This is an optimization exercise on Yosys and OpenROAD, whose aim is small area, not a production implementation. Only simulation tests tie the RTL to the original design; equivalence was not proved.

==> design/flow/design.v <==
module tomasulo_alu_cluster (
    input  wire        clk,
    input  wire        rst,
    input  wire        flush,
    input  wire        iss_valid,
    output wire        iss_ready,
    input  wire [4:0]  iss_op,
    input  wire        iss_j_tag,
    input  wire [31:0] iss_j,
    input  wire        iss_k_tag,
    input  wire [31:0] iss_k,
    input  wire [7:0]  iss_rob,
    input  wire        ext_valid,
    input  wire [7:0]  ext_rob,
    input  wire [31:0] ext_value,
    output wire        wb0_valid,
    output wire [7:0]  wb0_rob,
    output wire [31:0] wb0_value,
    output wire        wb1_valid,
    output wire [7:0]  wb1_rob,
    output wire [31:0] wb1_value
);
    localparam [3:0] C_ZERO = 4'b0000, C_AND = 4'b0001, C_OR  = 4'b0010,
                     C_XOR  = 4'b0011, C_SLL = 4'b0100, C_SRL = 4'b0101,
                     C_CMP  = 4'b0110, C_LT  = 4'b0111, C_MV  = 4'b1100,
                     C_ADD  = 4'b1000, C_SUB = 4'b1001, C_MUL = 4'b1010,
                     C_DIV  = 4'b1011;
    reg [3:0] iss_cls;
    always @* begin
        case (iss_op)
            5'd1, 5'd2:   iss_cls = C_ADD;
            5'd3:         iss_cls = C_SUB;
            5'd4:         iss_cls = C_MUL;
            5'd5:         iss_cls = C_DIV;
            5'd6, 5'd7:   iss_cls = C_AND;
            5'd8, 5'd9:   iss_cls = C_OR;
            5'd10:        iss_cls = C_XOR;
            5'd11, 5'd12: iss_cls = C_SLL;
            5'd13, 5'd14: iss_cls = C_SRL;
            5'd15:        iss_cls = C_CMP;
            5'd16:        iss_cls = C_LT;
            5'd17, 5'd18: iss_cls = C_MV;
            default:      iss_cls = C_ZERO;
        endcase
    end
    reg [3:0]  s_valid, s_inuse, s_jt, s_kt;
    reg [3:0]  s_jp, s_kp;      
    reg [3:0]  s_cls [0:3];
    reg [31:0] s_j   [0:3];
    reg [31:0] s_k   [0:3];
    reg [7:0]  s_rob [0:3];
    reg        busy   [0:1];
    reg [3:0]  cnt    [0:1];
    reg [3:0]  ucls   [0:1];
    reg [1:0]  slot_r [0:1];
    reg [32:0] R      [0:1];
    reg [30:0] Q      [0:1];
    reg        flag   [0:1];    
    reg        cdbv   [0:1];
    wire live = !flush;
    wire [31:0] res  [0:1];     
    wire [7:0]  urob [0:1];
    assign urob[0] = s_rob[slot_r[0]];
    assign urob[1] = s_rob[slot_r[1]];
    assign wb0_valid = cdbv[0] && live;
    assign wb0_rob   = urob[0];
    assign wb0_value = res[0];
    assign wb1_valid = cdbv[1] && live;
    assign wb1_rob   = urob[1];
    assign wb1_value = res[1];
    reg [3:0]  w_valid, w_jt, w_kt, e_j, e_k, j0, j1, k0, k1;
    reg [31:0] w_j [0:3];
    reg [31:0] w_k [0:3];
    integer s;
    always @* begin
        for (s = 0; s < 4; s = s + 1) begin
            w_jt[s] = s_jt[s];
            w_j[s]  = s_j[s];
            w_kt[s] = s_kt[s];
            w_k[s]  = s_k[s];
            e_j[s] = 1'b0;
            j0[s] = 1'b0;
            j1[s] = 1'b0;
            e_k[s] = 1'b0;
            k0[s] = 1'b0;
            k1[s] = 1'b0;
            if (s_jp[s]) begin
                w_jt[s] = 1'b0;
            end else if (cdbv[0] && s_jt[s] && s_j[s][7:0] == urob[0]) begin
                w_jt[s] = 1'b0; w_j[s] = res[0]; j0[s] = 1'b1;
            end else if (cdbv[1] && s_jt[s] && s_j[s][7:0] == urob[1]) begin
                w_jt[s] = 1'b0; w_j[s] = res[1]; j1[s] = 1'b1;
            end else if (ext_valid && s_jt[s] && s_j[s][7:0] == ext_rob) begin
                e_j[s] = 1'b1; w_j[s] = ext_value;
            end
            if (s_kp[s]) begin
                w_kt[s] = 1'b0;
            end else if (cdbv[0] && s_kt[s] && s_k[s][7:0] == urob[0]) begin
                w_kt[s] = 1'b0; w_k[s] = res[0]; k0[s] = 1'b1;
            end else if (cdbv[1] && s_kt[s] && s_k[s][7:0] == urob[1]) begin
                w_kt[s] = 1'b0; w_k[s] = res[1]; k1[s] = 1'b1;
            end else if (ext_valid && s_kt[s] && s_k[s][7:0] == ext_rob) begin
                e_k[s] = 1'b1; w_k[s] = ext_value;
            end
            w_valid[s] = s_valid[s] && live &&
                         !(cdbv[0] && slot_r[0] == s[1:0]) &&
                         !(cdbv[1] && slot_r[1] == s[1:0]);
        end
    end
    wire [3:0] rdy = w_valid & ~s_inuse & ~w_jt & ~w_kt;
    wire       c0 = !busy[0] && live && (|rdy);
    wire [1:0] sel0 = rdy[0] ? 2'd0 : rdy[1] ? 2'd1 : rdy[2] ? 2'd2 : 2'd3;
    wire [3:0] rdy1 = rdy & ~({3'b000, c0} << sel0);
    wire       c1 = !busy[1] && live && (|rdy1);
    wire [1:0] sel1 = rdy1[0] ? 2'd0 : rdy1[1] ? 2'd1 : rdy1[2] ? 2'd2 : 2'd3;
    wire [31:0] a0 = s_j[slot_r[0]], b0 = s_k[slot_r[0]];
    wire [31:0] a1 = s_j[slot_r[1]], b1 = s_k[slot_r[1]];
    wire pend0 = busy[0] && ucls[0] == C_MUL && !flag[0];
    wire pend1 = busy[1] && ucls[1] == C_MUL && !flag[1];
    wire g0 = pend0;
    wire g1 = pend1 && !pend0;
    wire [31:0] ma = g0 ? a0 : a1;
    wire [31:0] mb = g0 ? b0 : b1;
    wire [31:0] prod;
    tac_mul32lo mul (.a(ma), .b(mb), .p(prod));
    wire        u_claim [0:1];
    wire [1:0]  u_sel   [0:1];
    wire [31:0] u_a     [0:1];
    wire [31:0] u_b     [0:1];
    wire        u_g     [0:1];
    assign u_claim[0] = c0; assign u_claim[1] = c1;
    assign u_sel[0] = sel0; assign u_sel[1] = sel1;
    assign u_a[0] = a0;     assign u_a[1] = a1;
    assign u_b[0] = b0;     assign u_b[1] = b1;
    assign u_g[0] = g0;     assign u_g[1] = g1;
    genvar u;
    generate
        for (u = 0; u < 2; u = u + 1) begin : unit
            wire [31:0] a = u_a[u];
            wire [31:0] b = u_b[u];
            wire [3:0]  k = ucls[u];
            wire [3:0]  kc = s_cls[u_sel[u]];
            wire        lat1 = !(kc[3] && !kc[2]);
            wire        isdiv = (k == C_DIV);
            wire        pre   = (cnt[u] == 4'd13);
            wire        dstep = isdiv && !pre;
            wire        sub   = (k == C_SUB) || (k == C_LT);
            wire        sa = a[31], sb = b[31];
            wire [31:0] ax  = dstep ? {Q[u], R[u][32]} : a;
            wire [31:0] by  = isdiv ? (pre ? {32{sb}} : (b ^ {32{!sb}})) : (b ^ {32{sub}});
            wire        ci  = isdiv ? (!pre && !sb) : sub;
            wire [32:0] sum33 = {1'b0, ax} + {1'b0, by} + {32'd0, ci};
            wire [31:0] sum = sum33[31:0];
            wire        lt  = (sa != sb) ? sa : sum[31];
            wire        aneg = sa || (sb && sum[31]);
            wire [31:0] dvd = sum ^ {32{aneg}};
            wire        inv = sb ? !(sa || sum[31]) : sa;
            wire        isl = (k == C_SLL);
            reg  [31:0] a_rev, shr_rev;
            integer m;
            always @* begin
                for (m = 0; m < 32; m = m + 1) a_rev[m] = a[31-m];
            end
            wire [31:0] shin = isl ? a_rev : a;
            wire [31:0] shr  = $signed({!isl && a[31], shin}) >>> b[4:0];
            always @* begin
                for (m = 0; m < 32; m = m + 1) shr_rev[m] = shr[31-m];
            end
            reg [3:0] tt;
            always @* begin
                case (k)
                    C_AND:        tt = 4'b1000;
                    C_OR:         tt = 4'b1110;
                    C_XOR, C_CMP: tt = 4'b0110;
                    C_MV:         tt = 4'b1100;
                    default:      tt = 4'b0000;
                endcase
            end
            wire [31:0] lg = ({32{tt[0]}} & ~a & ~b) | ({32{tt[1]}} & ~a & b) |
                             ({32{tt[2]}} & a & ~b)  | ({32{tt[3]}} & a & b);
            wire iscmp = (k == C_CMP);
            wire r_lg  = (k == C_AND) || (k == C_OR) || (k == C_XOR) || (k == C_MV);
            wire r_sl  = (k == C_SLL);
            wire r_sr  = (k == C_SRL);
            wire r_add = (k == C_ADD) || (k == C_SUB);
            wire r_md  = (k == C_MUL) || (k == C_DIV);
            wire r_b0  = (iscmp && ~|lg) || ((k == C_LT) && lt);
            wire [31:0] r = ({32{r_lg}} & lg) | ({32{r_sl}} & shr_rev) | ({32{r_sr}} & shr) |
                            ({32{r_add}} & sum) | ({32{r_md}} & R[u][31:0]) | {31'd0, r_b0};
            assign res[u] = r;
            wire [31:0] dx  = b ^ {32{!sb}};
            wire        dci = !sb;
            reg  [32:0] rr;
            reg  [30:0] qq;
            reg  [31:0] x;
            reg  [32:0] t;
            integer i;
            always @* begin
                x  = {Q[u], R[u][32]};
                qq = sum33[32] ? sum33[30:0] : x[30:0];
                rr = {R[u][31:0], sum33[32] ^ flag[u]};
                for (i = 1; i < 3; i = i + 1) begin
                    x  = {qq, rr[32]};
                    t  = {1'b0, x} + {1'b0, dx} + {32'd0, dci};
                    qq = t[32] ? t[30:0] : x[30:0];
                    rr = {rr[31:0], t[32] ^ flag[u]};
                end
            end
            wire bz = (b == 32'd0);
            wire rm = busy[u] && k == C_MUL && u_g[u];
            wire rp = busy[u] && isdiv && pre;
            wire rs = busy[u] && isdiv && !pre && cnt[u] != 4'd1;
            always @(posedge clk) begin
                if (rst || flush) begin
                    busy[u] <= 1'b0;
                end else if (busy[u]) begin
                    cnt[u] <= cnt[u] - 4'd1;
                    if (cnt[u] == 4'd1)
                        busy[u] <= 1'b0;
                end else if (u_claim[u] && !lat1) begin
                    busy[u] <= 1'b1;
                    cnt[u]  <= (kc[1:0] == 2'b11) ? 4'd13 : (kc[1:0] == 2'b10) ? 4'd3 : 4'd1;
                    flag[u] <= 1'b0;
                end
                if (!busy[u] && u_claim[u]) begin
                    slot_r[u] <= u_sel[u];
                    ucls[u]   <= kc;
                end
                cdbv[u] <= !rst && live && ((busy[u] && cnt[u] == 4'd1) || (u_claim[u] && lat1));
                if (rm)
                    flag[u] <= 1'b1;
                if (rp)
                    flag[u] <= inv || bz;
                if (rm || rp || rs)
                    R[u] <= ({33{rm}} & {1'b0, prod}) | ({33{rp}} & {1'b0, dvd}) |
                            ({33{rs}} & rr);
                if (rp || rs)
                    Q[u] <= {31{rs}} & qq;
            end
        end
    endgenerate
    wire       free_found = !(&w_valid);
    wire [1:0] free_slot  = !w_valid[0] ? 2'd0 : !w_valid[1] ? 2'd1 :
                            !w_valid[2] ? 2'd2 : 2'd3;
    assign iss_ready = free_found;
    wire do_issue = iss_valid && free_found;
    wire iss_je = ext_valid && live && iss_j_tag && iss_j[7:0] == ext_rob;
    wire iss_ke = ext_valid && live && iss_k_tag && iss_k[7:0] == ext_rob;
    always @(posedge clk) begin
        for (s = 0; s < 4; s = s + 1) begin
            s_jt[s] <= w_jt[s];
            s_jp[s] <= e_j[s];
            s_kt[s] <= w_kt[s];
            s_kp[s] <= e_k[s];
            s_valid[s] <= w_valid[s];
            if ((c0 && sel0 == s[1:0]) || (c1 && sel1 == s[1:0]))
                s_inuse[s] <= 1'b1;
            if (do_issue && free_slot == s[1:0]) begin
                s_valid[s] <= 1'b1;
                s_inuse[s] <= 1'b0;
                s_cls[s]   <= iss_cls;
                s_jt[s]    <= iss_j_tag;
                s_jp[s]    <= iss_je;
                s_kt[s]    <= iss_k_tag;
                s_kp[s]    <= iss_ke;
                s_rob[s]   <= iss_rob;
            end
            if (rst)
                s_valid[s] <= 1'b0;
        end
    end
    genvar g;
    generate
        for (g = 0; g < 4; g = g + 1) begin : opv
            wire ih  = do_issue && free_slot == g;
            wire jsi = ih && !iss_je, jse = ih ? iss_je : e_j[g];
            wire js0 = !ih && j0[g], js1 = !ih && j1[g];
            wire ksi = ih && !iss_ke, kse = ih ? iss_ke : e_k[g];
            wire ks0 = !ih && k0[g], ks1 = !ih && k1[g];
            always @(posedge clk) begin
                if (jsi || jse || js0 || js1)
                    s_j[g] <= ({32{jsi}} & iss_j) | ({32{jse}} & ext_value) |
                              ({32{js0}} & res[0]) | ({32{js1}} & res[1]);
                if (ksi || kse || ks0 || ks1)
                    s_k[g] <= ({32{ksi}} & iss_k) | ({32{kse}} & ext_value) |
                              ({32{ks0}} & res[0]) | ({32{ks1}} & res[1]);
            end
        end
    endgenerate
endmodule
module tac_mul32lo (input [31:0] a, input [31:0] b, output [31:0] p);
    wire [32:0] bb = {b, 1'b0};
    wire [31:0] pp [0:15];
    wire [15:0] ng;
    genvar i;
    generate
        for (i = 0; i < 16; i = i + 1) begin : row
            wire b0 = bb[2*i], b1 = bb[2*i+1], b2 = bb[2*i+2];
            wire one = b0 ^ b1;
            wire two = (b2 & ~b1 & ~b0) | (~b2 & b1 & b0);
            wire neg = b2 & ~(b1 & b0);
            wire [31:0] m = ({32{one}} & a) | ({32{two}} & {a[30:0], 1'b0});
            assign pp[i] = m ^ {32{neg}};
            assign ng[i] = neg;
        end
    endgenerate
    wire t1 = pp[0][24] ^ pp[1][22];
    wire t2 = pp[0][24] & pp[1][22];
    wire t3 = pp[0][25] ^ pp[1][23];
    wire t4 = pp[0][25] & pp[1][23];
    wire t5 = pp[0][26] ^ pp[1][24] ^ pp[2][22];
    wire t6 = (pp[0][26] & pp[1][24]) | (pp[0][26] & pp[2][22]) | (pp[1][24] & pp[2][22]);
    wire t7 = pp[3][20] ^ pp[4][18];
    wire t8 = pp[3][20] & pp[4][18];
    wire t9 = pp[0][27] ^ pp[1][25] ^ pp[2][23];
    wire t10 = (pp[0][27] & pp[1][25]) | (pp[0][27] & pp[2][23]) | (pp[1][25] & pp[2][23]);
    wire t11 = pp[3][21] ^ pp[4][19];
    wire t12 = pp[3][21] & pp[4][19];
    wire t13 = pp[0][28] ^ pp[1][26] ^ pp[2][24];
    wire t14 = (pp[0][28] & pp[1][26]) | (pp[0][28] & pp[2][24]) | (pp[1][26] & pp[2][24]);
    wire t15 = pp[3][22] ^ pp[4][20] ^ pp[5][18];
    wire t16 = (pp[3][22] & pp[4][20]) | (pp[3][22] & pp[5][18]) | (pp[4][20] & pp[5][18]);
    wire t17 = pp[6][16] ^ pp[7][14];
    wire t18 = pp[6][16] & pp[7][14];
    wire t19 = pp[0][29] ^ pp[1][27] ^ pp[2][25];
    wire t20 = (pp[0][29] & pp[1][27]) | (pp[0][29] & pp[2][25]) | (pp[1][27] & pp[2][25]);
    wire t21 = pp[3][23] ^ pp[4][21] ^ pp[5][19];
    wire t22 = (pp[3][23] & pp[4][21]) | (pp[3][23] & pp[5][19]) | (pp[4][21] & pp[5][19]);
    wire t23 = pp[6][17] ^ pp[7][15];
    wire t24 = pp[6][17] & pp[7][15];
    wire t25 = pp[0][30] ^ pp[1][28] ^ pp[2][26];
    wire t26 = (pp[0][30] & pp[1][28]) | (pp[0][30] & pp[2][26]) | (pp[1][28] & pp[2][26]);
    wire t27 = pp[3][24] ^ pp[4][22] ^ pp[5][20];
    wire t28 = (pp[3][24] & pp[4][22]) | (pp[3][24] & pp[5][20]) | (pp[4][22] & pp[5][20]);
    wire t29 = pp[6][18] ^ pp[7][16] ^ pp[8][14];
    wire t30 = (pp[6][18] & pp[7][16]) | (pp[6][18] & pp[8][14]) | (pp[7][16] & pp[8][14]);
    wire t31 = pp[9][12] ^ pp[10][10];
    wire t32 = pp[9][12] & pp[10][10];
    wire t33 = pp[0][31] ^ pp[1][29] ^ pp[2][27];
    wire t35 = pp[3][25] ^ pp[4][23] ^ pp[5][21];
    wire t37 = pp[6][19] ^ pp[7][17] ^ pp[8][15];
    wire t39 = pp[9][13] ^ pp[10][11];
    wire t41 = pp[0][16] ^ pp[1][14];
    wire t42 = pp[0][16] & pp[1][14];
    wire t43 = pp[0][17] ^ pp[1][15];
    wire t44 = pp[0][17] & pp[1][15];
    wire t45 = pp[0][18] ^ pp[1][16] ^ pp[2][14];
    wire t46 = (pp[0][18] & pp[1][16]) | (pp[0][18] & pp[2][14]) | (pp[1][16] & pp[2][14]);
    wire t47 = pp[3][12] ^ pp[4][10];
    wire t48 = pp[3][12] & pp[4][10];
    wire t49 = pp[0][19] ^ pp[1][17] ^ pp[2][15];
    wire t50 = (pp[0][19] & pp[1][17]) | (pp[0][19] & pp[2][15]) | (pp[1][17] & pp[2][15]);
    wire t51 = pp[3][13] ^ pp[4][11];
    wire t52 = pp[3][13] & pp[4][11];
    wire t53 = pp[0][20] ^ pp[1][18] ^ pp[2][16];
    wire t54 = (pp[0][20] & pp[1][18]) | (pp[0][20] & pp[2][16]) | (pp[1][18] & pp[2][16]);
    wire t55 = pp[3][14] ^ pp[4][12] ^ pp[5][10];
    wire t56 = (pp[3][14] & pp[4][12]) | (pp[3][14] & pp[5][10]) | (pp[4][12] & pp[5][10]);
    wire t57 = pp[6][8] ^ pp[7][6];
    wire t58 = pp[6][8] & pp[7][6];
    wire t59 = pp[0][21] ^ pp[1][19] ^ pp[2][17];
    wire t60 = (pp[0][21] & pp[1][19]) | (pp[0][21] & pp[2][17]) | (pp[1][19] & pp[2][17]);
    wire t61 = pp[3][15] ^ pp[4][13] ^ pp[5][11];
    wire t62 = (pp[3][15] & pp[4][13]) | (pp[3][15] & pp[5][11]) | (pp[4][13] & pp[5][11]);
    wire t63 = pp[6][9] ^ pp[7][7];
    wire t64 = pp[6][9] & pp[7][7];
    wire t65 = pp[0][22] ^ pp[1][20] ^ pp[2][18];
    wire t66 = (pp[0][22] & pp[1][20]) | (pp[0][22] & pp[2][18]) | (pp[1][20] & pp[2][18]);
    wire t67 = pp[3][16] ^ pp[4][14] ^ pp[5][12];
    wire t68 = (pp[3][16] & pp[4][14]) | (pp[3][16] & pp[5][12]) | (pp[4][14] & pp[5][12]);
    wire t69 = pp[6][10] ^ pp[7][8] ^ pp[8][6];
    wire t70 = (pp[6][10] & pp[7][8]) | (pp[6][10] & pp[8][6]) | (pp[7][8] & pp[8][6]);
    wire t71 = pp[9][4] ^ pp[10][2];
    wire t72 = pp[9][4] & pp[10][2];
    wire t73 = pp[0][23] ^ pp[1][21] ^ pp[2][19];
    wire t74 = (pp[0][23] & pp[1][21]) | (pp[0][23] & pp[2][19]) | (pp[1][21] & pp[2][19]);
    wire t75 = pp[3][17] ^ pp[4][15] ^ pp[5][13];
    wire t76 = (pp[3][17] & pp[4][15]) | (pp[3][17] & pp[5][13]) | (pp[4][15] & pp[5][13]);
    wire t77 = pp[6][11] ^ pp[7][9] ^ pp[8][7];
    wire t78 = (pp[6][11] & pp[7][9]) | (pp[6][11] & pp[8][7]) | (pp[7][9] & pp[8][7]);
    wire t79 = pp[9][5] ^ pp[10][3];
    wire t80 = pp[9][5] & pp[10][3];
    wire t81 = pp[2][20] ^ pp[3][18] ^ pp[4][16];
    wire t82 = (pp[2][20] & pp[3][18]) | (pp[2][20] & pp[4][16]) | (pp[3][18] & pp[4][16]);
    wire t83 = pp[5][14] ^ pp[6][12] ^ pp[7][10];
    wire t84 = (pp[5][14] & pp[6][12]) | (pp[5][14] & pp[7][10]) | (pp[6][12] & pp[7][10]);
    wire t85 = pp[8][8] ^ pp[9][6] ^ pp[10][4];
    wire t86 = (pp[8][8] & pp[9][6]) | (pp[8][8] & pp[10][4]) | (pp[9][6] & pp[10][4]);
    wire t87 = pp[11][2] ^ pp[12][0] ^ ng[12];
    wire t88 = (pp[11][2] & pp[12][0]) | (pp[11][2] & ng[12]) | (pp[12][0] & ng[12]);
    wire t89 = pp[2][21] ^ pp[3][19] ^ pp[4][17];
    wire t90 = (pp[2][21] & pp[3][19]) | (pp[2][21] & pp[4][17]) | (pp[3][19] & pp[4][17]);
    wire t91 = pp[5][15] ^ pp[6][13] ^ pp[7][11];
    wire t92 = (pp[5][15] & pp[6][13]) | (pp[5][15] & pp[7][11]) | (pp[6][13] & pp[7][11]);
    wire t93 = pp[8][9] ^ pp[9][7] ^ pp[10][5];
    wire t94 = (pp[8][9] & pp[9][7]) | (pp[8][9] & pp[10][5]) | (pp[9][7] & pp[10][5]);
    wire t95 = pp[11][3] ^ pp[12][1] ^ t3;
    wire t96 = (pp[11][3] & pp[12][1]) | (pp[11][3] & t3) | (pp[12][1] & t3);
    wire t97 = pp[5][16] ^ pp[6][14] ^ pp[7][12];
    wire t98 = (pp[5][16] & pp[6][14]) | (pp[5][16] & pp[7][12]) | (pp[6][14] & pp[7][12]);
    wire t99 = pp[8][10] ^ pp[9][8] ^ pp[10][6];
    wire t100 = (pp[8][10] & pp[9][8]) | (pp[8][10] & pp[10][6]) | (pp[9][8] & pp[10][6]);
    wire t101 = pp[11][4] ^ pp[12][2] ^ pp[13][0];
    wire t102 = (pp[11][4] & pp[12][2]) | (pp[11][4] & pp[13][0]) | (pp[12][2] & pp[13][0]);
    wire t103 = ng[13] ^ t5 ^ t7;
    wire t104 = (ng[13] & t5) | (ng[13] & t7) | (t5 & t7);
    wire t105 = pp[5][17] ^ pp[6][15] ^ pp[7][13];
    wire t106 = (pp[5][17] & pp[6][15]) | (pp[5][17] & pp[7][13]) | (pp[6][15] & pp[7][13]);
    wire t107 = pp[8][11] ^ pp[9][9] ^ pp[10][7];
    wire t108 = (pp[8][11] & pp[9][9]) | (pp[8][11] & pp[10][7]) | (pp[9][9] & pp[10][7]);
    wire t109 = pp[11][5] ^ pp[12][3] ^ pp[13][1];
    wire t110 = (pp[11][5] & pp[12][3]) | (pp[11][5] & pp[13][1]) | (pp[12][3] & pp[13][1]);
    wire t111 = t9 ^ t11 ^ t6;
    wire t112 = (t9 & t11) | (t9 & t6) | (t11 & t6);
    wire t113 = pp[8][12] ^ pp[9][10] ^ pp[10][8];
    wire t114 = (pp[8][12] & pp[9][10]) | (pp[8][12] & pp[10][8]) | (pp[9][10] & pp[10][8]);
    wire t115 = pp[11][6] ^ pp[12][4] ^ pp[13][2];
    wire t116 = (pp[11][6] & pp[12][4]) | (pp[11][6] & pp[13][2]) | (pp[12][4] & pp[13][2]);
    wire t117 = pp[14][0] ^ ng[14] ^ t13;
    wire t118 = (pp[14][0] & ng[14]) | (pp[14][0] & t13) | (ng[14] & t13);
    wire t119 = t15 ^ t17 ^ t10;
    wire t120 = (t15 & t17) | (t15 & t10) | (t17 & t10);
    wire t121 = pp[8][13] ^ pp[9][11] ^ pp[10][9];
    wire t122 = (pp[8][13] & pp[9][11]) | (pp[8][13] & pp[10][9]) | (pp[9][11] & pp[10][9]);
    wire t123 = pp[11][7] ^ pp[12][5] ^ pp[13][3];
    wire t124 = (pp[11][7] & pp[12][5]) | (pp[11][7] & pp[13][3]) | (pp[12][5] & pp[13][3]);
    wire t125 = pp[14][1] ^ t19 ^ t21;
    wire t126 = (pp[14][1] & t19) | (pp[14][1] & t21) | (t19 & t21);
    wire t127 = t23 ^ t14 ^ t16;
    wire t128 = (t23 & t14) | (t23 & t16) | (t14 & t16);
    wire t129 = pp[11][8] ^ pp[12][6] ^ pp[13][4];
    wire t130 = (pp[11][8] & pp[12][6]) | (pp[11][8] & pp[13][4]) | (pp[12][6] & pp[13][4]);
    wire t131 = pp[14][2] ^ pp[15][0] ^ ng[15];
    wire t132 = (pp[14][2] & pp[15][0]) | (pp[14][2] & ng[15]) | (pp[15][0] & ng[15]);
    wire t133 = t25 ^ t27 ^ t29;
    wire t134 = (t25 & t27) | (t25 & t29) | (t27 & t29);
    wire t135 = t31 ^ t20 ^ t22;
    wire t136 = (t31 & t20) | (t31 & t22) | (t20 & t22);
    wire t137 = pp[11][9] ^ pp[12][7] ^ pp[13][5];
    wire t139 = pp[14][3] ^ pp[15][1] ^ t33;
    wire t141 = t35 ^ t37 ^ t39;
    wire t143 = t26 ^ t28 ^ t30;
    wire t145 = pp[0][10] ^ pp[1][8];
    wire t146 = pp[0][10] & pp[1][8];
    wire t147 = pp[0][11] ^ pp[1][9];
    wire t148 = pp[0][11] & pp[1][9];
    wire t149 = pp[0][12] ^ pp[1][10] ^ pp[2][8];
    wire t150 = (pp[0][12] & pp[1][10]) | (pp[0][12] & pp[2][8]) | (pp[1][10] & pp[2][8]);
    wire t151 = pp[3][6] ^ pp[4][4];
    wire t152 = pp[3][6] & pp[4][4];
    wire t153 = pp[0][13] ^ pp[1][11] ^ pp[2][9];
    wire t154 = (pp[0][13] & pp[1][11]) | (pp[0][13] & pp[2][9]) | (pp[1][11] & pp[2][9]);
    wire t155 = pp[3][7] ^ pp[4][5];
    wire t156 = pp[3][7] & pp[4][5];
    wire t157 = pp[0][14] ^ pp[1][12] ^ pp[2][10];
    wire t158 = (pp[0][14] & pp[1][12]) | (pp[0][14] & pp[2][10]) | (pp[1][12] & pp[2][10]);
    wire t159 = pp[3][8] ^ pp[4][6] ^ pp[5][4];
    wire t160 = (pp[3][8] & pp[4][6]) | (pp[3][8] & pp[5][4]) | (pp[4][6] & pp[5][4]);
    wire t161 = pp[6][2] ^ pp[7][0];
    wire t162 = pp[6][2] & pp[7][0];
    wire t163 = pp[0][15] ^ pp[1][13] ^ pp[2][11];
    wire t164 = (pp[0][15] & pp[1][13]) | (pp[0][15] & pp[2][11]) | (pp[1][13] & pp[2][11]);
    wire t165 = pp[3][9] ^ pp[4][7] ^ pp[5][5];
    wire t166 = (pp[3][9] & pp[4][7]) | (pp[3][9] & pp[5][5]) | (pp[4][7] & pp[5][5]);
    wire t167 = pp[6][3] ^ pp[7][1];
    wire t168 = pp[6][3] & pp[7][1];
    wire t169 = pp[2][12] ^ pp[3][10] ^ pp[4][8];
    wire t170 = (pp[2][12] & pp[3][10]) | (pp[2][12] & pp[4][8]) | (pp[3][10] & pp[4][8]);
    wire t171 = pp[5][6] ^ pp[6][4] ^ pp[7][2];
    wire t172 = (pp[5][6] & pp[6][4]) | (pp[5][6] & pp[7][2]) | (pp[6][4] & pp[7][2]);
    wire t173 = pp[8][0] ^ ng[8] ^ t41;
    wire t174 = (pp[8][0] & ng[8]) | (pp[8][0] & t41) | (ng[8] & t41);
    wire t175 = pp[2][13] ^ pp[3][11] ^ pp[4][9];
    wire t176 = (pp[2][13] & pp[3][11]) | (pp[2][13] & pp[4][9]) | (pp[3][11] & pp[4][9]);
    wire t177 = pp[5][7] ^ pp[6][5] ^ pp[7][3];
    wire t178 = (pp[5][7] & pp[6][5]) | (pp[5][7] & pp[7][3]) | (pp[6][5] & pp[7][3]);
    wire t179 = pp[8][1] ^ t43 ^ t42;
    wire t180 = (pp[8][1] & t43) | (pp[8][1] & t42) | (t43 & t42);
    wire t181 = pp[5][8] ^ pp[6][6] ^ pp[7][4];
    wire t182 = (pp[5][8] & pp[6][6]) | (pp[5][8] & pp[7][4]) | (pp[6][6] & pp[7][4]);
    wire t183 = pp[8][2] ^ pp[9][0] ^ ng[9];
    wire t184 = (pp[8][2] & pp[9][0]) | (pp[8][2] & ng[9]) | (pp[9][0] & ng[9]);
    wire t185 = t45 ^ t47 ^ t44;
    wire t186 = (t45 & t47) | (t45 & t44) | (t47 & t44);
    wire t187 = pp[5][9] ^ pp[6][7] ^ pp[7][5];
    wire t188 = (pp[5][9] & pp[6][7]) | (pp[5][9] & pp[7][5]) | (pp[6][7] & pp[7][5]);
    wire t189 = pp[8][3] ^ pp[9][1] ^ t49;
    wire t190 = (pp[8][3] & pp[9][1]) | (pp[8][3] & t49) | (pp[9][1] & t49);
    wire t191 = t51 ^ t46 ^ t48;
    wire t192 = (t51 & t46) | (t51 & t48) | (t46 & t48);
    wire t193 = pp[8][4] ^ pp[9][2] ^ pp[10][0];
    wire t194 = (pp[8][4] & pp[9][2]) | (pp[8][4] & pp[10][0]) | (pp[9][2] & pp[10][0]);
    wire t195 = ng[10] ^ t53 ^ t55;
    wire t196 = (ng[10] & t53) | (ng[10] & t55) | (t53 & t55);
    wire t197 = t57 ^ t50 ^ t52;
    wire t198 = (t57 & t50) | (t57 & t52) | (t50 & t52);
    wire t199 = pp[8][5] ^ pp[9][3] ^ pp[10][1];
    wire t200 = (pp[8][5] & pp[9][3]) | (pp[8][5] & pp[10][1]) | (pp[9][3] & pp[10][1]);
    wire t201 = t59 ^ t61 ^ t63;
    wire t202 = (t59 & t61) | (t59 & t63) | (t61 & t63);
    wire t203 = t54 ^ t56 ^ t58;
    wire t204 = (t54 & t56) | (t54 & t58) | (t56 & t58);
    wire t205 = pp[11][0] ^ ng[11] ^ t65;
    wire t206 = (pp[11][0] & ng[11]) | (pp[11][0] & t65) | (ng[11] & t65);
    wire t207 = t67 ^ t69 ^ t71;
    wire t208 = (t67 & t69) | (t67 & t71) | (t69 & t71);
    wire t209 = t60 ^ t62 ^ t64;
    wire t210 = (t60 & t62) | (t60 & t64) | (t62 & t64);
    wire t211 = pp[11][1] ^ t73 ^ t75;
    wire t212 = (pp[11][1] & t73) | (pp[11][1] & t75) | (t73 & t75);
    wire t213 = t77 ^ t79 ^ t66;
    wire t214 = (t77 & t79) | (t77 & t66) | (t79 & t66);
    wire t215 = t68 ^ t70 ^ t72;
    wire t216 = (t68 & t70) | (t68 & t72) | (t70 & t72);
    wire t217 = t1 ^ t81 ^ t83;
    wire t218 = (t1 & t81) | (t1 & t83) | (t81 & t83);
    wire t219 = t85 ^ t87 ^ t74;
    wire t220 = (t85 & t87) | (t85 & t74) | (t87 & t74);
    wire t221 = t76 ^ t78 ^ t80;
    wire t222 = (t76 & t78) | (t76 & t80) | (t78 & t80);
    wire t223 = t2 ^ t89 ^ t91;
    wire t224 = (t2 & t89) | (t2 & t91) | (t89 & t91);
    wire t225 = t93 ^ t95 ^ t82;
    wire t226 = (t93 & t95) | (t93 & t82) | (t95 & t82);
    wire t227 = t84 ^ t86 ^ t88;
    wire t228 = (t84 & t86) | (t84 & t88) | (t86 & t88);
    wire t229 = t4 ^ t97 ^ t99;
    wire t230 = (t4 & t97) | (t4 & t99) | (t97 & t99);
    wire t231 = t101 ^ t103 ^ t90;
    wire t232 = (t101 & t103) | (t101 & t90) | (t103 & t90);
    wire t233 = t92 ^ t94 ^ t96;
    wire t234 = (t92 & t94) | (t92 & t96) | (t94 & t96);
    wire t235 = t8 ^ t105 ^ t107;
    wire t236 = (t8 & t105) | (t8 & t107) | (t105 & t107);
    wire t237 = t109 ^ t111 ^ t98;
    wire t238 = (t109 & t111) | (t109 & t98) | (t111 & t98);
    wire t239 = t100 ^ t102 ^ t104;
    wire t240 = (t100 & t102) | (t100 & t104) | (t102 & t104);
    wire t241 = t12 ^ t113 ^ t115;
    wire t242 = (t12 & t113) | (t12 & t115) | (t113 & t115);
    wire t243 = t117 ^ t119 ^ t106;
    wire t244 = (t117 & t119) | (t117 & t106) | (t119 & t106);
    wire t245 = t108 ^ t110 ^ t112;
    wire t246 = (t108 & t110) | (t108 & t112) | (t110 & t112);
    wire t247 = t18 ^ t121 ^ t123;
    wire t248 = (t18 & t121) | (t18 & t123) | (t121 & t123);
    wire t249 = t125 ^ t127 ^ t114;
    wire t250 = (t125 & t127) | (t125 & t114) | (t127 & t114);
    wire t251 = t116 ^ t118 ^ t120;
    wire t252 = (t116 & t118) | (t116 & t120) | (t118 & t120);
    wire t253 = t24 ^ t129 ^ t131;
    wire t254 = (t24 & t129) | (t24 & t131) | (t129 & t131);
    wire t255 = t133 ^ t135 ^ t122;
    wire t256 = (t133 & t135) | (t133 & t122) | (t135 & t122);
    wire t257 = t124 ^ t126 ^ t128;
    wire t258 = (t124 & t126) | (t124 & t128) | (t126 & t128);
    wire t259 = t32 ^ t137 ^ t139;
    wire t261 = t141 ^ t143 ^ t130;
    wire t263 = t132 ^ t134 ^ t136;
    wire t265 = pp[0][6] ^ pp[1][4];
    wire t266 = pp[0][6] & pp[1][4];
    wire t267 = pp[0][7] ^ pp[1][5];
    wire t268 = pp[0][7] & pp[1][5];
    wire t269 = pp[0][8] ^ pp[1][6] ^ pp[2][4];
    wire t270 = (pp[0][8] & pp[1][6]) | (pp[0][8] & pp[2][4]) | (pp[1][6] & pp[2][4]);
    wire t271 = pp[3][2] ^ pp[4][0];
    wire t272 = pp[3][2] & pp[4][0];
    wire t273 = pp[0][9] ^ pp[1][7] ^ pp[2][5];
    wire t274 = (pp[0][9] & pp[1][7]) | (pp[0][9] & pp[2][5]) | (pp[1][7] & pp[2][5]);
    wire t275 = pp[3][3] ^ pp[4][1];
    wire t276 = pp[3][3] & pp[4][1];
    wire t277 = pp[2][6] ^ pp[3][4] ^ pp[4][2];
    wire t278 = (pp[2][6] & pp[3][4]) | (pp[2][6] & pp[4][2]) | (pp[3][4] & pp[4][2]);
    wire t279 = pp[5][0] ^ ng[5] ^ t145;
    wire t280 = (pp[5][0] & ng[5]) | (pp[5][0] & t145) | (ng[5] & t145);
    wire t281 = pp[2][7] ^ pp[3][5] ^ pp[4][3];
    wire t282 = (pp[2][7] & pp[3][5]) | (pp[2][7] & pp[4][3]) | (pp[3][5] & pp[4][3]);
    wire t283 = pp[5][1] ^ t147 ^ t146;
    wire t284 = (pp[5][1] & t147) | (pp[5][1] & t146) | (t147 & t146);
    wire t285 = pp[5][2] ^ pp[6][0] ^ ng[6];
    wire t286 = (pp[5][2] & pp[6][0]) | (pp[5][2] & ng[6]) | (pp[6][0] & ng[6]);
    wire t287 = t149 ^ t151 ^ t148;
    wire t288 = (t149 & t151) | (t149 & t148) | (t151 & t148);
    wire t289 = pp[5][3] ^ pp[6][1] ^ t153;
    wire t290 = (pp[5][3] & pp[6][1]) | (pp[5][3] & t153) | (pp[6][1] & t153);
    wire t291 = t155 ^ t150 ^ t152;
    wire t292 = (t155 & t150) | (t155 & t152) | (t150 & t152);
    wire t293 = ng[7] ^ t157 ^ t159;
    wire t294 = (ng[7] & t157) | (ng[7] & t159) | (t157 & t159);
    wire t295 = t161 ^ t154 ^ t156;
    wire t296 = (t161 & t154) | (t161 & t156) | (t154 & t156);
    wire t297 = t163 ^ t165 ^ t167;
    wire t298 = (t163 & t165) | (t163 & t167) | (t165 & t167);
    wire t299 = t158 ^ t160 ^ t162;
    wire t300 = (t158 & t160) | (t158 & t162) | (t160 & t162);
    wire t301 = t169 ^ t171 ^ t173;
    wire t302 = (t169 & t171) | (t169 & t173) | (t171 & t173);
    wire t303 = t164 ^ t166 ^ t168;
    wire t304 = (t164 & t166) | (t164 & t168) | (t166 & t168);
    wire t305 = t175 ^ t177 ^ t179;
    wire t306 = (t175 & t177) | (t175 & t179) | (t177 & t179);
    wire t307 = t170 ^ t172 ^ t174;
    wire t308 = (t170 & t172) | (t170 & t174) | (t172 & t174);
    wire t309 = t181 ^ t183 ^ t185;
    wire t310 = (t181 & t183) | (t181 & t185) | (t183 & t185);
    wire t311 = t176 ^ t178 ^ t180;
    wire t312 = (t176 & t178) | (t176 & t180) | (t178 & t180);
    wire t313 = t187 ^ t189 ^ t191;
    wire t314 = (t187 & t189) | (t187 & t191) | (t189 & t191);
    wire t315 = t182 ^ t184 ^ t186;
    wire t316 = (t182 & t184) | (t182 & t186) | (t184 & t186);
    wire t317 = t193 ^ t195 ^ t197;
    wire t318 = (t193 & t195) | (t193 & t197) | (t195 & t197);
    wire t319 = t188 ^ t190 ^ t192;
    wire t320 = (t188 & t190) | (t188 & t192) | (t190 & t192);
    wire t321 = t199 ^ t201 ^ t203;
    wire t322 = (t199 & t201) | (t199 & t203) | (t201 & t203);
    wire t323 = t194 ^ t196 ^ t198;
    wire t324 = (t194 & t196) | (t194 & t198) | (t196 & t198);
    wire t325 = t205 ^ t207 ^ t209;
    wire t326 = (t205 & t207) | (t205 & t209) | (t207 & t209);
    wire t327 = t200 ^ t202 ^ t204;
    wire t328 = (t200 & t202) | (t200 & t204) | (t202 & t204);
    wire t329 = t211 ^ t213 ^ t215;
    wire t330 = (t211 & t213) | (t211 & t215) | (t213 & t215);
    wire t331 = t206 ^ t208 ^ t210;
    wire t332 = (t206 & t208) | (t206 & t210) | (t208 & t210);
    wire t333 = t217 ^ t219 ^ t221;
    wire t334 = (t217 & t219) | (t217 & t221) | (t219 & t221);
    wire t335 = t212 ^ t214 ^ t216;
    wire t336 = (t212 & t214) | (t212 & t216) | (t214 & t216);
    wire t337 = t223 ^ t225 ^ t227;
    wire t338 = (t223 & t225) | (t223 & t227) | (t225 & t227);
    wire t339 = t218 ^ t220 ^ t222;
    wire t340 = (t218 & t220) | (t218 & t222) | (t220 & t222);
    wire t341 = t229 ^ t231 ^ t233;
    wire t342 = (t229 & t231) | (t229 & t233) | (t231 & t233);
    wire t343 = t224 ^ t226 ^ t228;
    wire t344 = (t224 & t226) | (t224 & t228) | (t226 & t228);
    wire t345 = t235 ^ t237 ^ t239;
    wire t346 = (t235 & t237) | (t235 & t239) | (t237 & t239);
    wire t347 = t230 ^ t232 ^ t234;
    wire t348 = (t230 & t232) | (t230 & t234) | (t232 & t234);
    wire t349 = t241 ^ t243 ^ t245;
    wire t350 = (t241 & t243) | (t241 & t245) | (t243 & t245);
    wire t351 = t236 ^ t238 ^ t240;
    wire t352 = (t236 & t238) | (t236 & t240) | (t238 & t240);
    wire t353 = t247 ^ t249 ^ t251;
    wire t354 = (t247 & t249) | (t247 & t251) | (t249 & t251);
    wire t355 = t242 ^ t244 ^ t246;
    wire t356 = (t242 & t244) | (t242 & t246) | (t244 & t246);
    wire t357 = t253 ^ t255 ^ t257;
    wire t358 = (t253 & t255) | (t253 & t257) | (t255 & t257);
    wire t359 = t248 ^ t250 ^ t252;
    wire t360 = (t248 & t250) | (t248 & t252) | (t250 & t252);
    wire t361 = t259 ^ t261 ^ t263;
    wire t363 = t254 ^ t256 ^ t258;
    wire t365 = pp[0][4] ^ pp[1][2];
    wire t366 = pp[0][4] & pp[1][2];
    wire t367 = pp[0][5] ^ pp[1][3];
    wire t368 = pp[0][5] & pp[1][3];
    wire t369 = pp[2][2] ^ pp[3][0] ^ ng[3];
    wire t370 = (pp[2][2] & pp[3][0]) | (pp[2][2] & ng[3]) | (pp[3][0] & ng[3]);
    wire t371 = pp[2][3] ^ pp[3][1] ^ t267;
    wire t372 = (pp[2][3] & pp[3][1]) | (pp[2][3] & t267) | (pp[3][1] & t267);
    wire t373 = ng[4] ^ t269 ^ t271;
    wire t374 = (ng[4] & t269) | (ng[4] & t271) | (t269 & t271);
    wire t375 = t273 ^ t275 ^ t270;
    wire t376 = (t273 & t275) | (t273 & t270) | (t275 & t270);
    wire t377 = t277 ^ t279 ^ t274;
    wire t378 = (t277 & t279) | (t277 & t274) | (t279 & t274);
    wire t379 = t281 ^ t283 ^ t278;
    wire t380 = (t281 & t283) | (t281 & t278) | (t283 & t278);
    wire t381 = t285 ^ t287 ^ t282;
    wire t382 = (t285 & t287) | (t285 & t282) | (t287 & t282);
    wire t383 = t289 ^ t291 ^ t286;
    wire t384 = (t289 & t291) | (t289 & t286) | (t291 & t286);
    wire t385 = t293 ^ t295 ^ t290;
    wire t386 = (t293 & t295) | (t293 & t290) | (t295 & t290);
    wire t387 = t297 ^ t299 ^ t294;
    wire t388 = (t297 & t299) | (t297 & t294) | (t299 & t294);
    wire t389 = t301 ^ t303 ^ t298;
    wire t390 = (t301 & t303) | (t301 & t298) | (t303 & t298);
    wire t391 = t305 ^ t307 ^ t302;
    wire t392 = (t305 & t307) | (t305 & t302) | (t307 & t302);
    wire t393 = t309 ^ t311 ^ t306;
    wire t394 = (t309 & t311) | (t309 & t306) | (t311 & t306);
    wire t395 = t313 ^ t315 ^ t310;
    wire t396 = (t313 & t315) | (t313 & t310) | (t315 & t310);
    wire t397 = t317 ^ t319 ^ t314;
    wire t398 = (t317 & t319) | (t317 & t314) | (t319 & t314);
    wire t399 = t321 ^ t323 ^ t318;
    wire t400 = (t321 & t323) | (t321 & t318) | (t323 & t318);
    wire t401 = t325 ^ t327 ^ t322;
    wire t402 = (t325 & t327) | (t325 & t322) | (t327 & t322);
    wire t403 = t329 ^ t331 ^ t326;
    wire t404 = (t329 & t331) | (t329 & t326) | (t331 & t326);
    wire t405 = t333 ^ t335 ^ t330;
    wire t406 = (t333 & t335) | (t333 & t330) | (t335 & t330);
    wire t407 = t337 ^ t339 ^ t334;
    wire t408 = (t337 & t339) | (t337 & t334) | (t339 & t334);
    wire t409 = t341 ^ t343 ^ t338;
    wire t410 = (t341 & t343) | (t341 & t338) | (t343 & t338);
    wire t411 = t345 ^ t347 ^ t342;
    wire t412 = (t345 & t347) | (t345 & t342) | (t347 & t342);
    wire t413 = t349 ^ t351 ^ t346;
    wire t414 = (t349 & t351) | (t349 & t346) | (t351 & t346);
    wire t415 = t353 ^ t355 ^ t350;
    wire t416 = (t353 & t355) | (t353 & t350) | (t355 & t350);
    wire t417 = t357 ^ t359 ^ t354;
    wire t418 = (t357 & t359) | (t357 & t354) | (t359 & t354);
    wire t419 = t361 ^ t363 ^ t358;
    wire t421 = pp[0][2] ^ pp[1][0];
    wire t422 = pp[0][2] & pp[1][0];
    wire t423 = pp[0][3] ^ pp[1][1];
    wire t424 = pp[0][3] & pp[1][1];
    wire t425 = pp[2][0] ^ ng[2] ^ t365;
    wire t426 = (pp[2][0] & ng[2]) | (pp[2][0] & t365) | (ng[2] & t365);
    wire t427 = pp[2][1] ^ t367 ^ t366;
    wire t428 = (pp[2][1] & t367) | (pp[2][1] & t366) | (t367 & t366);
    wire t429 = t265 ^ t369 ^ t368;
    wire t430 = (t265 & t369) | (t265 & t368) | (t369 & t368);
    wire t431 = t266 ^ t371 ^ t370;
    wire t432 = (t266 & t371) | (t266 & t370) | (t371 & t370);
    wire t433 = t268 ^ t373 ^ t372;
    wire t434 = (t268 & t373) | (t268 & t372) | (t373 & t372);
    wire t435 = t272 ^ t375 ^ t374;
    wire t436 = (t272 & t375) | (t272 & t374) | (t375 & t374);
    wire t437 = t276 ^ t377 ^ t376;
    wire t438 = (t276 & t377) | (t276 & t376) | (t377 & t376);
    wire t439 = t280 ^ t379 ^ t378;
    wire t440 = (t280 & t379) | (t280 & t378) | (t379 & t378);
    wire t441 = t284 ^ t381 ^ t380;
    wire t442 = (t284 & t381) | (t284 & t380) | (t381 & t380);
    wire t443 = t288 ^ t383 ^ t382;
    wire t444 = (t288 & t383) | (t288 & t382) | (t383 & t382);
    wire t445 = t292 ^ t385 ^ t384;
    wire t446 = (t292 & t385) | (t292 & t384) | (t385 & t384);
    wire t447 = t296 ^ t387 ^ t386;
    wire t448 = (t296 & t387) | (t296 & t386) | (t387 & t386);
    wire t449 = t300 ^ t389 ^ t388;
    wire t450 = (t300 & t389) | (t300 & t388) | (t389 & t388);
    wire t451 = t304 ^ t391 ^ t390;
    wire t452 = (t304 & t391) | (t304 & t390) | (t391 & t390);
    wire t453 = t308 ^ t393 ^ t392;
    wire t454 = (t308 & t393) | (t308 & t392) | (t393 & t392);
    wire t455 = t312 ^ t395 ^ t394;
    wire t456 = (t312 & t395) | (t312 & t394) | (t395 & t394);
    wire t457 = t316 ^ t397 ^ t396;
    wire t458 = (t316 & t397) | (t316 & t396) | (t397 & t396);
    wire t459 = t320 ^ t399 ^ t398;
    wire t460 = (t320 & t399) | (t320 & t398) | (t399 & t398);
    wire t461 = t324 ^ t401 ^ t400;
    wire t462 = (t324 & t401) | (t324 & t400) | (t401 & t400);
    wire t463 = t328 ^ t403 ^ t402;
    wire t464 = (t328 & t403) | (t328 & t402) | (t403 & t402);
    wire t465 = t332 ^ t405 ^ t404;
    wire t466 = (t332 & t405) | (t332 & t404) | (t405 & t404);
    wire t467 = t336 ^ t407 ^ t406;
    wire t468 = (t336 & t407) | (t336 & t406) | (t407 & t406);
    wire t469 = t340 ^ t409 ^ t408;
    wire t470 = (t340 & t409) | (t340 & t408) | (t409 & t408);
    wire t471 = t344 ^ t411 ^ t410;
    wire t472 = (t344 & t411) | (t344 & t410) | (t411 & t410);
    wire t473 = t348 ^ t413 ^ t412;
    wire t474 = (t348 & t413) | (t348 & t412) | (t413 & t412);
    wire t475 = t352 ^ t415 ^ t414;
    wire t476 = (t352 & t415) | (t352 & t414) | (t415 & t414);
    wire t477 = t356 ^ t417 ^ t416;
    wire t478 = (t356 & t417) | (t356 & t416) | (t417 & t416);
    wire t479 = t360 ^ t419 ^ t418;
    wire [31:0] ra = {t479, t477, t475, t473, t471, t469, t467, t465, t463, t461, t459, t457, t455, t453, t451, t449, t447, t445, t443, t441, t439, t437, t435, t433, t431, t429, t427, t425, t423, ng[1], pp[0][1], pp[0][0]};
    wire [31:0] rb = {t478, t476, t474, t472, t470, t468, t466, t464, t462, t460, t458, t456, t454, t452, t450, t448, t446, t444, t442, t440, t438, t436, t434, t432, t430, t428, t426, t424, t422, t421, 1'b0, ng[0]};
    assign p = ra + rb;
endmodule
==> design/flow/run.sh <==
#!/bin/bash
# synth_recipe.tcl (not shown) runs the flow's synth.tcl, then flattens the netlist and writes it again
# the make line also repeats each setting of config.mk as NAME=value (left out here)
make -C /OpenROAD-flow-scripts/flow DESIGN_CONFIG=/design/flow/config.mk WORK_HOME=/design/flow/orfs CLKGATE_MAP_FILE= SYNTH_SCRIPT=/design/flow/synth_recipe.tcl finish
==> design/flow/config.mk <==
export PLATFORM = sky130hd
export DESIGN_NAME = tomasulo_alu_cluster
export DESIGN_NICKNAME = tomasulo_alu_cluster
export VERILOG_FILES = /design/flow/design.v
export SDC_FILE = /design/flow/constraint.sdc
export NUM_CORES = 4
export LEC_CHECK = 0
export CAP_MARGIN = 20
export CORE_MARGIN = 2
export CORE_UTILIZATION = 40
export SLEW_MARGIN = 20
==> design/flow/constraint.sdc <==
create_clock -name core_clock -period 15.0 [get_ports {clk}]
set_input_delay 3.0000 -clock core_clock [delete_from_list [all_inputs] [get_ports {clk}]]
set_output_delay 3.0000 -clock core_clock [all_outputs]
set_load 0.01 [all_outputs]
==> summary.txt, run 1 <==
Worst setup path
  – CP max FO: 41
  – Kind of critical path: register to register
  – CP max stage cell: edfxtp_1
  – Crit end category: register
  – Max stage delay on crit path: 1.09 ns
  – CP required: 15.38 ns
  – Startpoint types: register
  – Critical Path AT: 14.42 ns

Cells and area
  – Share of post-route cells with drive strength above 1: 0.110
  – Post-layout util: 0.440
  – Area Overhead vs Synth: 9.05%
  – Design area: 72600 um^2
  – NumNets Final: 8422
  – Fill cells: 16400

Synth
  – Post-Synthesis Cells: 7993
  – Synth top cells by count: nand2_1, o21ai_0, xnor2_1
  – Net Count, Synth: 8578
  – Mapped Area: 66600 um^2
  – Top FF cell, synth: edfxtp_1
  – Yosys reg bits: 482
  – Sequential share of the synthesized area: 0.213
  – Top cells by area, synth: edfxtp_1, xnor2_1, nand2_1, fa_1, o21ai_0
  – Count leader, synth: nand2_1
  – Post-synth EDFFs: 454
  – Area share of the largest cell type after synthesis: 0.205
  – Ys async rst share: 0
  – Synth cell types: 109
  – Avg Cell Area, Syn: 8.33 um^2
  – Synth Warn #: 16
  – Leading area contributor after synthesis: edfxtp_1

STA
  – Skew final: 0.0693 ns
  – Period utilisation layout: 0.935
  – Fin. Hold Viols: 0
  – Worst hold slack: 0.519 ns
  – Worst relative slew slack: 0.0339
  – Final worst slack: 0.969 ns
  – TNS Setup: 0 ns
  – Unrepaired setup endpoints after global routing: no
  – Final setup viols: 0
  – Pins Over Slew Limit: 0
  – Fmax: 0.0713 GHz
  – Minimum clock period: 14.03 ns
  – Least-Margin Pin Slew: 1.41 ns

Floorplanning
  – IO Pins: 207
  – DIE HEIGHT: 412 um
  – Die area: 170000 um^2
  – Die span in x: 412 um
  – Initial Util: 0.403
  – Rows: 149
  – Core ar.: 165000 um^2

Job
  – Max-cap violations: 0

CTS
  – Clock latency (worst-skew pair): 0.74 ns
  – CTS resizes: 0
  – Post-CTS Hold Buffers: 0
  – Max Buffers Root-to-Sink: 3
  – Clock buffer count from CTS: 61
  – CTS root buffer: clkbuf_16
  – H-tree levels: 2
  – TritonCTS Sinks: 482
  – Post-CTS Setup Bufs: 0
  – Clk slew on worst S/H paths: 0.07 ns
  – TritonCTS clock tree: built

Global route
  – Total Routing Usage GR: 0.370
  – Initial antenna violation count: 16
  – Largest net degree at the start of global routing: 84
  – Global-route met1 utilization: 0.462
  – Met3 usage: 0.125
  – Total gr overflow: 0
  – Vias in the first global route: 62000
  – Most used routing layer in global routing: met2
  – First-pass GRT wire length: 457000 um
  – Grt met2 use: 0.542

Min path
  – Worst Hold Class: register to register

Placed design
  – Post-place setup slack: 1.44 ns
  – IO buf count: 206
  – DP Area: 70600 um^2
  – Post-DP HPWL: 245000 um
  – Gpl congestion: 1.07

Drt
  – Iter 0 DRT Violations: 9879
  – ANT nets after route: 0
  – DR vias/cell: 6.55
  – DRC viols: 0
  – Via count: 66100
  – DR WL/cell: 32.1 um
  – DR pass1 iterations: 10
  – Final wirelength: 324000 um

Run status
  – Outcome: timing/DRC/antenna clean
[through the flow]
stage	instances
floorplan	7993
global placement	9960
detailed placement	9961
CTS	10100
global route	10100
finish	10100
[kinds of logic after synthesis]
family / count (synthesis) / share of synthesized area
adders and majority gates: 462 / 0.109
DFF: 482 / 0.213
AOI/OAI and AO/OA: 2314 / 0.217
buffers and inverters: 953 / 0.0603
muxes: 703 / 0.137
and+or+nand+nor: 2160 / 0.143
xor gates and xnor gates: 919 / 0.121
[registers in the layout, indices dropped and copies added, names as in the netlist]
name,cells
s_kt,4
s_cls,16
s_valid,4
s_kp,4
cnt,8
s_jt,4
s_inuse,4
s_rob,32
Q,62
slot_r,4
s_jp,4
flag,2
R,66
ucls,8
s_k,128
cdbv,2
busy,2
s_j,128
[worst max-delay path: cells and delay by family, from the launching register on]
kind                       cells  cell delay, ns
AOI/OAI and AO/OA             23            7.04
buffers and inverters          3            1.42
adders and majority gates      3            1.28
muxes                          3            1.15
and+or+nand+nor                5            1.11
DFF                            1            1.09
xor gates and xnor gates       3            0.52
[per-layer routing]
metal	part of all wire	vias to the layer above
met1	0.38	32000
met2	0.42	4544
met3	0.13	992
met5	0.00031	-
li1	-	28500
met4	0.078	11
[layout by cell type, fill, tap and decap left out, types with 86 or more instances in the layout]
cell,count
edfxtp_1,454
clkdlybuf4s50_1,206
nand2_1,1100
ha_1,267
o21ai_0,734
fa_1,194
a22oi_1,172
nor2_1,458
buf_4,216
xor2_1,261
mux2i_1,300
inv_1,294
mux2_2,252
a21oi_1,536
nand3_1,101
a21o_1,144
xnor2_1,656
mux4_2,141
o21ai_1,113
nor3_1,86
[path summary, 6_finish.rpt]
check	start	endpoint	slack, ns	depth (start not counted)
max	slot_r[1][0]$_DFFE_PP_	R[1][0]$_DFFE_PP_	0.97	40
min	s_inuse[0]$_SDFFE_PP0P_	s_inuse[0]$_SDFFE_PP0P_	0.52	2
max reg2reg	slot_r[1][0]$_DFFE_PP_	R[1][0]$_DFFE_PP_	0.97	40
min reg2reg	s_inuse[0]$_SDFFE_PP0P_	s_inuse[0]$_SDFFE_PP0P_	0.52	2
[layout make-up]
type | count | area, um^2 | share of cell area
Antenna cell | 10 | 25.0 | 0.000344
Clock buffer | 73 | 1600 | 0.0221
Clock inverter | 40 | 410 | 0.00565
Inverter | 306 | 1150 | 0.0158
Multi-Input combinational cell | 6558 | 48700 | 0.671
Sequential cell | 482 | 14200 | 0.195
Tap cell | 2189 | 2740 | 0.0377
Timing Repair Buffer | 428 | 3780 | 0.0521
==> inputs of run 2 (changes only) <==
--- a/design/flow/design.v
+++ b/design/flow/design.v
@@ -44,5 +44,5 @@
         endcase
     end
-    reg [3:0]  s_valid, s_inuse, s_jt, s_kt;
+    reg [3:0]  s_valid, s_jt, s_kt;
     reg [3:0]  s_jp, s_kp;      
     reg [3:0]  s_cls [0:3];
@@ -58,4 +58,7 @@
     reg        flag   [0:1];    
     reg        cdbv   [0:1];
+    reg        u_div  [0:1];    
+    reg        u_pre  [0:1];    
+    reg        u_xi   [0:1];    
     wire live = !flush;
     wire [31:0] res  [0:1];     
@@ -108,4 +111,6 @@
         end
     end
+    wire [3:0] s_inuse = ({4{busy[0]}} & (4'b0001 << slot_r[0])) |
+                         ({4{busy[1]}} & (4'b0001 << slot_r[1]));
     wire [3:0] rdy = w_valid & ~s_inuse & ~w_jt & ~w_kt;
     wire       c0 = !busy[0] && live && (|rdy);
@@ -139,15 +144,15 @@
             wire [31:0] a = u_a[u];
             wire [31:0] b = u_b[u];
+            wire [31:0] dx = b ^ {32{u_xi[u]}};
             wire [3:0]  k = ucls[u];
             wire [3:0]  kc = s_cls[u_sel[u]];
             wire        lat1 = !(kc[3] && !kc[2]);
-            wire        isdiv = (k == C_DIV);
-            wire        pre   = (cnt[u] == 4'd13);
+            wire        isdiv = u_div[u];
+            wire        pre   = u_pre[u];
             wire        dstep = isdiv && !pre;
-            wire        sub   = (k == C_SUB) || (k == C_LT);
             wire        sa = a[31], sb = b[31];
             wire [31:0] ax  = dstep ? {Q[u], R[u][32]} : a;
-            wire [31:0] by  = isdiv ? (pre ? {32{sb}} : (b ^ {32{!sb}})) : (b ^ {32{sub}});
-            wire        ci  = isdiv ? (!pre && !sb) : sub;
+            wire [31:0] by  = pre ? {32{sb}} : dx;
+            wire        ci  = !pre && u_xi[u];
             wire [32:0] sum33 = {1'b0, ax} + {1'b0, by} + {32'd0, ci};
             wire [31:0] sum = sum33[31:0];
@@ -189,6 +194,5 @@
                             ({32{r_add}} & sum) | ({32{r_md}} & R[u][31:0]) | {31'd0, r_b0};
             assign res[u] = r;
-            wire [31:0] dx  = b ^ {32{!sb}};
-            wire        dci = !sb;
+            wire        dci = u_xi[u];
             reg  [32:0] rr;
             reg  [30:0] qq;
@@ -226,5 +230,10 @@
                     slot_r[u] <= u_sel[u];
                     ucls[u]   <= kc;
+                    u_div[u]  <= (kc == C_DIV);
+                    u_xi[u]   <= (kc == C_SUB) || (kc == C_LT);
                 end
+                u_pre[u] <= !busy[u] && u_claim[u] && kc == C_DIV;
+                if (rp)
+                    u_xi[u] <= !sb;
                 cdbv[u] <= !rst && live && ((busy[u] && cnt[u] == 4'd1) || (u_claim[u] && lat1));
                 if (rm)
@@ -254,9 +263,6 @@
             s_kp[s] <= e_k[s];
             s_valid[s] <= w_valid[s];
-            if ((c0 && sel0 == s[1:0]) || (c1 && sel1 == s[1:0]))
-                s_inuse[s] <= 1'b1;
             if (do_issue && free_slot == s[1:0]) begin
                 s_valid[s] <= 1'b1;
-                s_inuse[s] <= 1'b0;
                 s_cls[s]   <= iss_cls;
                 s_jt[s]    <= iss_j_tag;
==> run 2 against run 1 <==
Net effect: clock-buffer cell count shrank 3; wire length grew 0.87%; fmax grew 3.5%; die area shrank 4.5%; worst setup slack gained 0.47 ns; flip-flop and latch count grew 2; critical path depth grew 4.
==> summary.txt, run 2 <==
Job
  – Max-cap violations: 0 (unchanged)

STA
  – Pins Over Slew Limit: 0 (unchanged)
  – Minimum clock period: 13.56 ns (-0.472 ns)
  – Worst hold slack: 0.582 ns (+0.0633 ns)
  – Final setup viols: 0 (unchanged)
  – Fmax: 0.0737 GHz (+3.5%)
  – Fin. Hold Viols: 0 (unchanged)
  – Least-Margin Pin Slew: 1.33 ns (-0.0828 ns)
  – Worst relative slew slack: 0.110 (+0.0757)
  – Unrepaired setup endpoints after global routing: no
  – TNS Setup: 0 ns (unchanged)
  – Skew final: 0.100 ns (+0.0310 ns)
  – Final worst slack: 1.44 ns (+0.472 ns)
  – Period utilisation layout: 0.904 (-0.0315)

Placed design
  – IO buf count: 206 (unchanged)
  – Gpl congestion: 1.06 (-1.5%)
  – DP Area: 68000 um^2 (-3.7%)
  – Post-DP HPWL: 238000 um (-2.6%)
  – Post-place setup slack: 1.65 ns (+0.208 ns)

Synth
  – Net Count, Synth: 7914 (-7.7%)
  – Post-synthesis compound-gate area fraction: 0.217 (+0.000399)
  – Synth cell types: 111 (+1.8%)
  – Xor/xnor share of the synthesized area: 0.112 (-0.00911)
  – Mapped Area: 63600 um^2 (-4.5%)
  – Count leader, synth: nand2_1
  – Area share of the largest cell type after synthesis: 0.216 (+0.0116)
  – Synth Area in Adders: 0.114 (+0.00572)
  – Yosys reg bits: 484 (+0.41%)
  – Synth Warn #: 19 (+3)
  – Ys async rst share: 0 (unchanged)
  – Top FF cell, synth: edfxtp_1
  – Top cells by area, synth: edfxtp_1, mux4_2, xnor2_1, fa_1, ha_1
  – Simple-Gate Fraction of Synth Area: 0.144 (+0.000405)
  – Post-synth EDFFs: 458 (+0.88%)
  – Sequential share of the synthesized area: 0.224 (+0.0114)
  – Synth top cells by count: nand2_1, nor2_1, o21ai_0
  – Avg Cell Area, Syn: 8.68 um^2 (+4.1%)
  – Post-Synthesis Cells: 7327 (-8.3%)
  – Main combinational cell family by area after synthesis: compound AO/OA/AOI/OAI gates
  – Leading area contributor after synthesis: edfxtp_1
  – Post-synthesis mux area share: 0.133 (-0.00336)

Floorplanning
  – Rows: 146 (-2.0%)
  – Core ar.: 158000 um^2 (-4.2%)
  – IO Pins: 207 (unchanged)
  – Die span in x: 403 um (-2.3%)
  – Die area: 162000 um^2 (-4.5%)
  – DIE HEIGHT: 403 um (-2.3%)
  – Initial Util: 0.402 (-0.00135)

Worst setup path
  – Kind of critical path: register to register
  – Max stage delay on crit path: 0.85 ns (-0.24 ns)
  – CP max FO: 17 (-59%)
  – Crit end category: register
  – CP required: 15.50 ns (+0.12 ns)
  – CP max stage cell: o311ai_0
  – Startpoint types: register
  – Crit-path most repeated cell: a21o_1
  – Critical Path AT: 14.06 ns (-0.36 ns)

Drt
  – DR vias/cell: 6.86 (+4.8%)
  – DRC viols: 0 (unchanged)
  – Iter 0 DRT Violations: 10900 (+10%)
  – ANT nets after route: 0 (unchanged)
  – DR WL/cell: 34.7 um (+8.0%)
  – Final wirelength: 327000 um (+0.87%)
  – DR pass1 iterations: 9 (-1)
  – Via count: 64600 (-2.2%)

Global route
  – Initial antenna violation count: 21 (+5)
  – Vias in the first global route: 60400 (-2.6%)
  – Met3 usage: 0.140 (+0.0150)
  – Grt met2 use: 0.548 (+0.00592)
  – First-pass GRT wire length: 458000 um (+0.21%)
  – Most used routing layer in global routing: met2
  – Total Routing Usage GR: 0.390 (+0.0203)
  – Largest net degree at the start of global routing: 67 (-20%)
  – Global-route met1 utilization: 0.503 (+0.0405)
  – Total gr overflow: 0 (unchanged)

CTS
  – Clock buffer count from CTS: 61 (unchanged)
  – TritonCTS Sinks: 484 (+0.41%)
  – Max Buffers Root-to-Sink: 3 (unchanged)
  – CTS resizes: 0 (unchanged)
  – TritonCTS clock tree: built
  – CTS root buffer: clkbuf_16
  – Post-CTS Setup Bufs: 0 (unchanged)
  – Clock latency (worst-skew pair): 0.77 ns (+0.03 ns)
  – Clk slew on worst S/H paths: 0.06 ns (about the same)
  – H-tree levels: 2 (unchanged)
  – Post-CTS Hold Buffers: 0 (unchanged)

Cells and area
  – Most common cell after layout, fill and taps aside: nand2_1
  – Share of post-route cells with drive strength above 1: 0.117 (+0.00723)
  – Area Overhead vs Synth: 10.2%
  – NumNets Final: 7870 (-6.6%)
  – Commonest cells after routing, fill and taps aside: nand2_1, nor2_1, o21ai_0
  – Design area: 70100 um^2 (-3.5%)
  – Biggest regs: s_j x128, s_k x128, R x66

Min path
  – Worst Hold Class: register to register

Run status
  – Outcome: timing/DRC/antenna clean
run 2: cell count changes in the layout (fill, tap and decap cells not counted), moves of 22 or more:
cell,before,now
xor2_1,261,350
mux2_2,252,209
o221ai_1,26,78
a222oi_1,27,62
a21oi_1,536,483
mux4_2,141,188
a221oi_1,61,89
o21ai_0,734,502
a22o_1,14,86
nor2_1,458,513
xnor2_1,656,457
a21o_1,144,122
mux2i_1,300,149
nand2_1,1100,894
run 2: final timing paths:
| path | from | end | slack, ns | cells past startpoint |
|---|---|---|---|---|
| min reg2reg | s_valid[3]$_SDFF_PP0_ | s_valid[3]$_SDFF_PP0_ | 0.58 | 2 |
| min | s_valid[3]$_SDFF_PP0_ | s_valid[3]$_SDFF_PP0_ | 0.58 | 2 |
| max | slot_r[1][0]$_DFFE_PP_ | Q[1][9]$_DFFE_PP_ | 1.44 | 44 |
| max reg2reg | slot_r[1][0]$_DFFE_PP_ | Q[1][9]$_DFFE_PP_ | 1.44 | 44 |
run 2: through the flow:
step	util	std cells
floorplan	-	7327
global placement	0.430	9289
detailed placement	0.430	9289
CTS	0.442	9401
global route	0.443	9406
finish	0.443	9418
run 2: per-layer routing:
layer	vias up	part of all wire	wire, um
met5	-	0.00026	85
met4	12	0.081	26300
met3	1223	0.15	48100
met2	5307	0.40	131000
met1	31200	0.37	122000
li1	26900	-	-
run 2: worst max-delay path: cells and delay by family (launching register included):
| family | cells | cell delay, ns |
|---|---|---|
| flops | 1 | 0.62 |
| xor+xnor | 1 | 0.23 |
| mux | 3 | 1.62 |
| buf+inv | 3 | 0.63 |
| fa+ha+maj | 4 | 1.50 |
| compound gates | 27 | 7.41 |
| simple gates | 6 | 1.20 |
run 2: cell families after synthesis:
logic type	count (synthesis)
muxes	565
and+or+nand+nor	2030
adders and majority gates	465
AOI/OAI and AO/OA	2126
DFF	484
buffers and inverters	846
xor gates and xnor gates	811
run 2: cell type report:
cell class | count | area, um^2
Antenna cell | 14 | 35.0
Clock buffer | 70 | 1560
Clock inverter | 42 | 430
Fill cell | 15400 | 88100
Inverter | 302 | 1140
Multi-Input combinational cell | 5997 | 46200
Sequential cell | 484 | 14300
Tap cell | 2072 | 2590
Timing Repair Buffer | 437 | 3830

[separate check: timing with driven ports]
In the flow no input, the clock included, has a driving cell. The finished layouts below were timed again as built, in two steps.
Step 1 sets driving cells, clkbuf_16 on the clock port and buf_2 on the other inputs (assumed; they add their load-dependent delay and slew).
Step 2 times the ports against the registers' clock, not the clock port: input delays grow and output delays shrink by t, the midpoint of the rising clock arrivals with the driver on.
Slacks: ideal / step 1 / step 2; pairs: ideal / step 1.
run	shift t [ns]	slack for setup (ns)	worst hold slack (ns)	worst slew at a driven data input, ns	cell pins on the clock port's net
run 1	0.786	0.969 / 0.969 / 0.969	0.519 / 0.519 / 0.519	0.09	1
run 2	0.805	1.441 / 1.441 / 1.441	0.582 / 0.582 / 0.582	0.10	1
After both steps setup and hold are still met in every run listed.
